From an optimization exercise on the open Yosys and OpenROAD flow, aimed at small area, a short achievable clock period and few clock cycles; shortcuts taken in it are not production practice. The RTL was checked by simulation tests, not by an equivalence proof against the original design. Power is estimated from default activity; no workload was simulated.

--- flow/run.sh ---
#!/bin/bash
# synth_recipe.tcl (not shown) runs the flow's synth.tcl, then flattens the netlist and writes it again
# the make line also repeats each setting of config.mk as NAME=value (left out here)
make -C /OpenROAD-flow-scripts/flow DESIGN_CONFIG=/design/flow/config.mk WORK_HOME=/design/flow/orfs CLKGATE_MAP_FILE= SYNTH_SCRIPT=/design/flow/synth_recipe.tcl finish
--- flow/config.mk ---
export PLATFORM = sky130hd
export DESIGN_NAME = sig_engine
export DESIGN_NICKNAME = sig_engine
export VERILOG_FILES = /design/flow/design.v
export SDC_FILE = /design/flow/constraint.sdc
export NUM_CORES = 4
export LEC_CHECK = 0
export CAP_MARGIN = 20
export CORE_MARGIN = 2
export CORE_UTILIZATION = 40
export PLACE_DENSITY = 0.6
export SLEW_MARGIN = 20
--- flow/constraint.sdc ---
create_clock -name core_clock -period 10.0 [get_ports {clk}]
set_input_delay 2.0000 -clock core_clock [delete_from_list [all_inputs] [get_ports {clk}]]
set_output_delay 2.0000 -clock core_clock [all_outputs]
set_load 0.01 [all_outputs]
--- flow/design.v ---
module sig_engine (
    input  wire         clk,
    input  wire         rst,        
    input  wire         start,
    input  wire [511:0] key,        
    input  wire [6:0]   keylen,     
    input  wire [15:0]  len,        
    input  wire         in_valid,
    input  wire [7:0]   in_data,
    output wire         in_ready,
    output wire         done,
    output wire         err,
    output wire [255:0] mac,
    output wire [15:0]  crc
);
    localparam [2:0] S_IDLE  = 3'd0,
                     S_FEED  = 3'd1,
                     S_ROUND = 3'd2,
                     S_FINAL = 3'd3,
                     S_DONE  = 3'd4;
    reg  [2:0]   state;
    reg          err_q;
    reg  [31:0]  h0, h1, h2, h3, h4, h5, h6, h7;
    reg  [31:0]  a, b, c, d, e, f, g, h;
    reg  [511:0] w;           
    reg  [255:0] ihash;       
    reg  [15:0]  crc_q;
    reg          outer;       
    reg  [16:0]  pos;         
    reg  [5:0]   bcnt;        
    reg          padded;      
    reg          lenok;       
    reg          last_blk;    
    reg  [5:0]   rnd;
    function [31:0] rotr(input [31:0] x, input integer n);
        rotr = (x >> n) | (x << (32 - n));
    endfunction
    localparam [2047:0] K_TABLE = {
        32'hc67178f2, 32'hbef9a3f7, 32'ha4506ceb, 32'h90befffa,
        32'h8cc70208, 32'h84c87814, 32'h78a5636f, 32'h748f82ee,
        32'h682e6ff3, 32'h5b9cca4f, 32'h4ed8aa4a, 32'h391c0cb3,
        32'h34b0bcb5, 32'h2748774c, 32'h1e376c08, 32'h19a4c116,
        32'h106aa070, 32'hf40e3585, 32'hd6990624, 32'hd192e819,
        32'hc76c51a3, 32'hc24b8b70, 32'ha81a664b, 32'ha2bfe8a1,
        32'h92722c85, 32'h81c2c92e, 32'h766a0abb, 32'h650a7354,
        32'h53380d13, 32'h4d2c6dfc, 32'h2e1b2138, 32'h27b70a85,
        32'h14292967, 32'h06ca6351, 32'hd5a79147, 32'hc6e00bf3,
        32'hbf597fc7, 32'hb00327c8, 32'ha831c66d, 32'h983e5152,
        32'h76f988da, 32'h5cb0a9dc, 32'h4a7484aa, 32'h2de92c6f,
        32'h240ca1cc, 32'h0fc19dc6, 32'hefbe4786, 32'he49b69c1,
        32'hc19bf174, 32'h9bdc06a7, 32'h80deb1fe, 32'h72be5d74,
        32'h550c7dc3, 32'h243185be, 32'h12835b01, 32'hd807aa98,
        32'hab1c5ed5, 32'h923f82a4, 32'h59f111f1, 32'h3956c25b,
        32'he9b5dba5, 32'hb5c0fbcf, 32'h71374491, 32'h428a2f98
    };
    wire [16:0] tot    = outer ? 17'd96 : (17'd64 + {1'b0, len});
    wire [19:0] bitlen = {tot, 3'b000};
    wire        in_msg = !outer && (pos >= 17'd64) && (pos < tot);
    wire        feeding = (state == S_FEED);
    wire [7:0]  key_byte = (pos[6:0] < keylen) ? key[pos[5:0]*8 +: 8] : 8'h00;
    wire [7:0]  pad_byte = outer ? 8'h5c : 8'h36;
    reg  [7:0]  src_byte;
    reg         src_ok;       
    always @(*) begin
        src_ok   = 1'b1;
        src_byte = 8'h00;
        if (pos < tot) begin
            if (pos < 17'd64) begin
                src_byte = key_byte ^ pad_byte;
            end else if (outer) begin
                src_byte = ihash[255:248];
            end else begin
                src_byte = in_data;
                src_ok   = in_valid;
            end
        end else if (!padded) begin
            src_byte = 8'h80;
        end else if (lenok && bcnt >= 6'd56) begin
            case (bcnt[2:0])
                3'd5:    src_byte = {4'h0, bitlen[19:16]};
                3'd6:    src_byte = bitlen[15:8];
                3'd7:    src_byte = bitlen[7:0];
                default: src_byte = 8'h00;
            endcase
        end
    end
    wire take = feeding && src_ok;
    assign in_ready = feeding && in_msg;
    wire [31:0] w0  = w[511:480];
    wire [31:0] w1  = w[479:448];
    wire [31:0] w9  = w[223:192];
    wire [31:0] w14 = w[63:32];
    wire [31:0] s0_w = rotr(w1, 7) ^ rotr(w1, 18) ^ (w1 >> 3);
    wire [31:0] s1_w = rotr(w14, 17) ^ rotr(w14, 19) ^ (w14 >> 10);
    wire [31:0] w_new = s1_w + w9 + s0_w + w0;
    wire [31:0] sum1 = rotr(e, 6) ^ rotr(e, 11) ^ rotr(e, 25);
    wire [31:0] ch   = (e & f) ^ (~e & g);
    wire [31:0] sum0 = rotr(a, 2) ^ rotr(a, 13) ^ rotr(a, 22);
    wire [31:0] maj  = (a & b) ^ (a & c) ^ (b & c);
    wire [31:0] t1   = h + sum1 + ch + K_TABLE[rnd*32 +: 32] + w0;
    wire [31:0] t2   = sum0 + maj;
    reg  [15:0] crc_next;
    integer ci;
    always @(*) begin
        crc_next = crc_q ^ {src_byte, 8'h00};
        for (ci = 0; ci < 8; ci = ci + 1)
            crc_next = crc_next[15] ? ((crc_next << 1) ^ 16'h1021) : (crc_next << 1);
    end
    wire start_ok = start && (state == S_IDLE || state == S_DONE);
    always @(posedge clk) begin
        if (rst) begin
            state <= S_IDLE;
            err_q <= 1'b0;
        end else begin
            case (state)
                S_IDLE, S_DONE: begin
                    state <= S_IDLE;
                    if (start_ok) begin
                        if (keylen > 7'd64) begin
                            err_q <= 1'b1;
                            state <= S_DONE;
                        end else begin
                            err_q    <= 1'b0;
                            state    <= S_FEED;
                            outer    <= 1'b0;
                            pos      <= 17'd0;
                            bcnt     <= 6'd0;
                            padded   <= 1'b0;
                            lenok    <= 1'b0;
                            crc_q    <= 16'hffff;
                            {h0, h1, h2, h3} <= {32'h6a09e667, 32'hbb67ae85, 32'h3c6ef372, 32'ha54ff53a};
                            {h4, h5, h6, h7} <= {32'h510e527f, 32'h9b05688c, 32'h1f83d9ab, 32'h5be0cd19};
                        end
                    end
                end
                S_FEED: begin
                    if (take) begin
                        w    <= {w[503:0], src_byte};
                        bcnt <= bcnt + 6'd1;
                        if (pos < tot) begin
                            pos <= pos + 17'd1;
                            if (in_msg)
                                crc_q <= crc_next;
                            if (outer && pos >= 17'd64)
                                ihash <= {ihash[247:0], 8'h00};
                        end else if (!padded) begin
                            padded <= 1'b1;
                            lenok  <= (bcnt <= 6'd55);
                        end
                        if (bcnt == 6'd63) begin
                            last_blk <= padded && lenok;
                            if (padded || pos >= tot)
                                lenok <= 1'b1;
                            {a, b, c, d, e, f, g, h} <= {h0, h1, h2, h3, h4, h5, h6, h7};
                            rnd   <= 6'd0;
                            state <= S_ROUND;
                        end
                    end
                end
                S_ROUND: begin
                    h <= g;
                    g <= f;
                    f <= e;
                    e <= d + t1;
                    d <= c;
                    c <= b;
                    b <= a;
                    a <= t1 + t2;
                    w <= {w[479:0], w_new};
                    rnd <= rnd + 6'd1;
                    if (rnd == 6'd63)
                        state <= S_FINAL;
                end
                S_FINAL: begin
                    h0 <= h0 + a; h1 <= h1 + b; h2 <= h2 + c; h3 <= h3 + d;
                    h4 <= h4 + e; h5 <= h5 + f; h6 <= h6 + g; h7 <= h7 + h;
                    if (!last_blk) begin
                        state <= S_FEED;
                    end else if (!outer) begin
                        ihash  <= {h0 + a, h1 + b, h2 + c, h3 + d,
                                   h4 + e, h5 + f, h6 + g, h7 + h};
                        {h0, h1, h2, h3} <= {32'h6a09e667, 32'hbb67ae85, 32'h3c6ef372, 32'ha54ff53a};
                        {h4, h5, h6, h7} <= {32'h510e527f, 32'h9b05688c, 32'h1f83d9ab, 32'h5be0cd19};
                        outer  <= 1'b1;
                        pos    <= 17'd0;
                        bcnt   <= 6'd0;
                        padded <= 1'b0;
                        lenok  <= 1'b0;
                        state  <= S_FEED;
                    end else begin
                        state <= S_DONE;
                    end
                end
                default: state <= S_IDLE;
            endcase
        end
    end
    assign done = (state == S_DONE);
    assign err  = err_q;
    assign mac  = {h0, h1, h2, h3, h4, h5, h6, h7};
    assign crc  = crc_q;
endmodule
==> impl_metrics.ini <==
[route]
wl_per_cell_um = 28.47
antenna_left = 0
vias = 70120
drc = 0
viasPerCell = 5.630
drt_iter0_drc = 7415
drt_wl_total_um = 354600
dr.pass1.iters = 7

[global_routing]
grt_max_degree = 183
antenna_found_initial = 36
grt_pass1_wl_um = 498800
grt_pass1_vias = 67847
overflow = 0
track_usage_pct = 31.35

[critical_path]
r2r_cells = 33
timing.rr.start = rnd[1]
critical_path.endpoint = a[31]
arrival_ps = 9660
cp-end-kind = flop
critPathMaxStageDelay_ps = 680
startpoint = rnd[1]
regToRegSetupSlack_ps = 870
r2r-end = a[31]
path_max_fanout = 10
cp-start-kind = flop
crit_type = reg2reg
worstPathRequired_ps = 10530
crit_slowest_cell = ha_1

[flow_run]
max_cap_violations = 0

[clock_tree]
clockRootBuffer = clkbuf_16
cts.sinks = 1333
ctsResizeCount = 0
clockBufferDepth = 3
htreeDepth = 4
numCtsBuffers = 155
clk_latency_ps = 840
cts.clk_slew.worst_paths_ps = 60
cts_tree = built
holdBufCountCts = 0
cts_setup_buffers = 0

[synthesis]
synth_top_area_share_pct = 45.94
yosysTopAreaCell = edfxtp_1
ys_top_cells_by_area = edfxtp_1 (46%), nand2_1 (11%), ha_1 (6.2%)
syn_inst = 8836
synth-edff-count = 1329
async_flop_share_pct = 0
synth.most_common_cell = nand2_1
netlist_area_um2 = 86860
yosysWarningCount = 1
netlist_top_cells_count = nand2_1 (2586), edfxtp_1 (1329), o21ai_0 (617)
yosys_most_used_dff = edfxtp_1
synth.ff_latch_count = 1333
syn_nets = 10007
ys_types = 82
syn_avg_cell_area_um2 = 9.830
synth-seq-area-share_pct = 46.04

[placement]
routabilityCongestion = 1.028
portBuffers = 821
post-dp-hpwl_um = 277100

[worst_hold_path]
hold_path_class = reg2reg

[floorplan]
die_area_um2 = 220900
dieWidth_um = 470
fp.dieH_um = 470
io_pins = 822
core_um2 = 216500
row_count = 171
start_util_pct = 40.12

[sta]
worstMarginPinSlew_ps = 1046
final.hold.worst_slack_ps = 464.4
rsz0062_at_grt = no
hold_viol = 0
finalClockSkew_ps = 43.81
max_freq_mhz = 109.5
fin_tns_setup_ps = 0
fin_crit_ps = 9132
setup_viol = 0
fin_crit_sh_pct = 91.32
max-slew-margin-rel_pct = 29.66
maxSlewViolCount = 0

[cells_and_area]
fillCellCount = 20418
largest_reg_flops = 512
area_growth_pct = 18.41
nNetsFinal = 10611
largest-register = w
layout-drive-gt1-share_pct = 6.044
largest_registers = w (512), ihash (256)

[power]
leakage_nw = 40.70
ir_drop_v = 0.0001482
power_density_nw_per_um2 = 136.6

[run_status]
status = finished clean
## worst max-delay path, delay by kind of cell, from the launching register on
family | cells | cell delay (ps)
compound gates | 19 | 4050
fa+ha+maj | 6 | 2860
xor+xnor | 3 | 620
buf+inv | 3 | 530
flops | 1 | 520
simple gates | 2 | 250
## through the flow
stage,area (um2),setup WS [ps],cells,power [mW],util [%]
CTS,102800,838.6,12417,14.12,47.46
global placement,97920,897.8,12137,8.595,45.23
global route,102800,254.8,12451,14.51,47.50
detailed placement,97930,873.3,12137,8.603,45.23
floorplan,86950,-2830,8836,7.724,-
finish,102900,867.8,12455,14.05,47.50
## layout by cell type (no fill, tap or decap), types with 62 or more instances in the layout
master | synthesis | layout
a21o_1 | 203 | 203
xor2_1 | 252 | 252
ha_1 | 429 | 428
mux4_2 | 167 | 167
nor2_1 | 364 | 363
o21a_1 | 62 | 62
inv_1 | 449 | 448
clkbuf_16 | 0 | 158
edfxtp_1 | 1329 | 1329
nor3_1 | 98 | 94
buf_4 | 6 | 95
nand3_1 | 88 | 87
nand2b_1 | 62 | 62
nand2_1 | 2586 | 2584
o21ai_0 | 617 | 617
xnor2_1 | 378 | 378
fa_1 | 195 | 195
a21oi_1 | 367 | 363
clkdlybuf4s50_1 | 0 | 821
## worst min-delay path by stage
stage | end | cells past startpoint | start
after floorplan | err_q | 2 | err_q
after global placement | err_q | 2 | err_q
after detailed placement | err_q | 2 | err_q
after CTS | err_q | 2 | err_q
after global routing | err_q | 2 | err_q
final | err_q | 2 | err_q
## where the power goes
group	internal [mW]	switching [mW]	total [mW]
combinational	0.954	1.27	2.22
sequential	6.21	0.0955	6.30
clock	3.04	2.48	5.53
## metal layers
metal / track usage, % / vias up / wire, um
met4: 16.15 / 16 / 21090
li1: - / 31914 / -
met3: 5.144 / 575 / 25690
met5: 0 / - / 108
met2: 48.60 / 2997 / 158700
met1: 42.34 / 34618 / 149000
## logic make-up (layout without fill, tap and decap cells)
kind of cell / after synthesis / after routing / share of synthesized area (%)
AO/OA/AOI/OAI: 1628 / 1628 / 11.41
AND/OR/NAND/NOR: 3434 / 3434 / 16.02
multiplexers: 224 / 224 / 5.030
flip-flops: 1333 / 1333 / 46.04
XOR/XNOR: 633 / 633 / 6.423
other: 0 / 38 / 0
buffers and inverters: 938 / 1665 / 4.154
adder cells (fa/ha/maj): 646 / 646 / 10.93
## cell type report
type                       instances  area [um2]  share of cell area [%]
tap                             2854        3571                   3.472
timing repair buffer             932        9251                   8.994
clock buffer                     202        4119                   4.005
antenna                           38       95.09                 0.09245
inverter                         453        1700                   1.653
clock inverter                    78       711.9                  0.6922
sequential                      1333       39990                   38.88
multi-input combinational       6565       43420                   42.21
Testbench counts, summed over its fixed seeds: cycles 92,500.

## afterwards: timing with drivers on the ports
No port has a modelled driver above. Below, the same layout with a new extraction and two added sets of constraints.
Step 1: set_driving_cell puts a clkbuf_16 on clk and a buf_2 on each other input, an assumption about the parent block.
Step 2 also shifts input and output timing later by t, the mid clock arrival at the registers, as if the neighbouring blocks saw the same clock.
a / b / c = no drivers / after step 1 / after step 2; a / b = the first two.
shift t [ns]: 0.913
setup slack, ns: 0.868 / 0.868 / 0.868
worst hold slack (ns): 0.464 / 0.464 / 0.464
clock arrival spread, ns: 0.045 / 0.045
cell pins on the clock port's net: 1
After both steps this run still meets setup and hold. For this run, drivers alone change the setup slack by 0.000 ns; drivers and shift together by 0.000 ns.
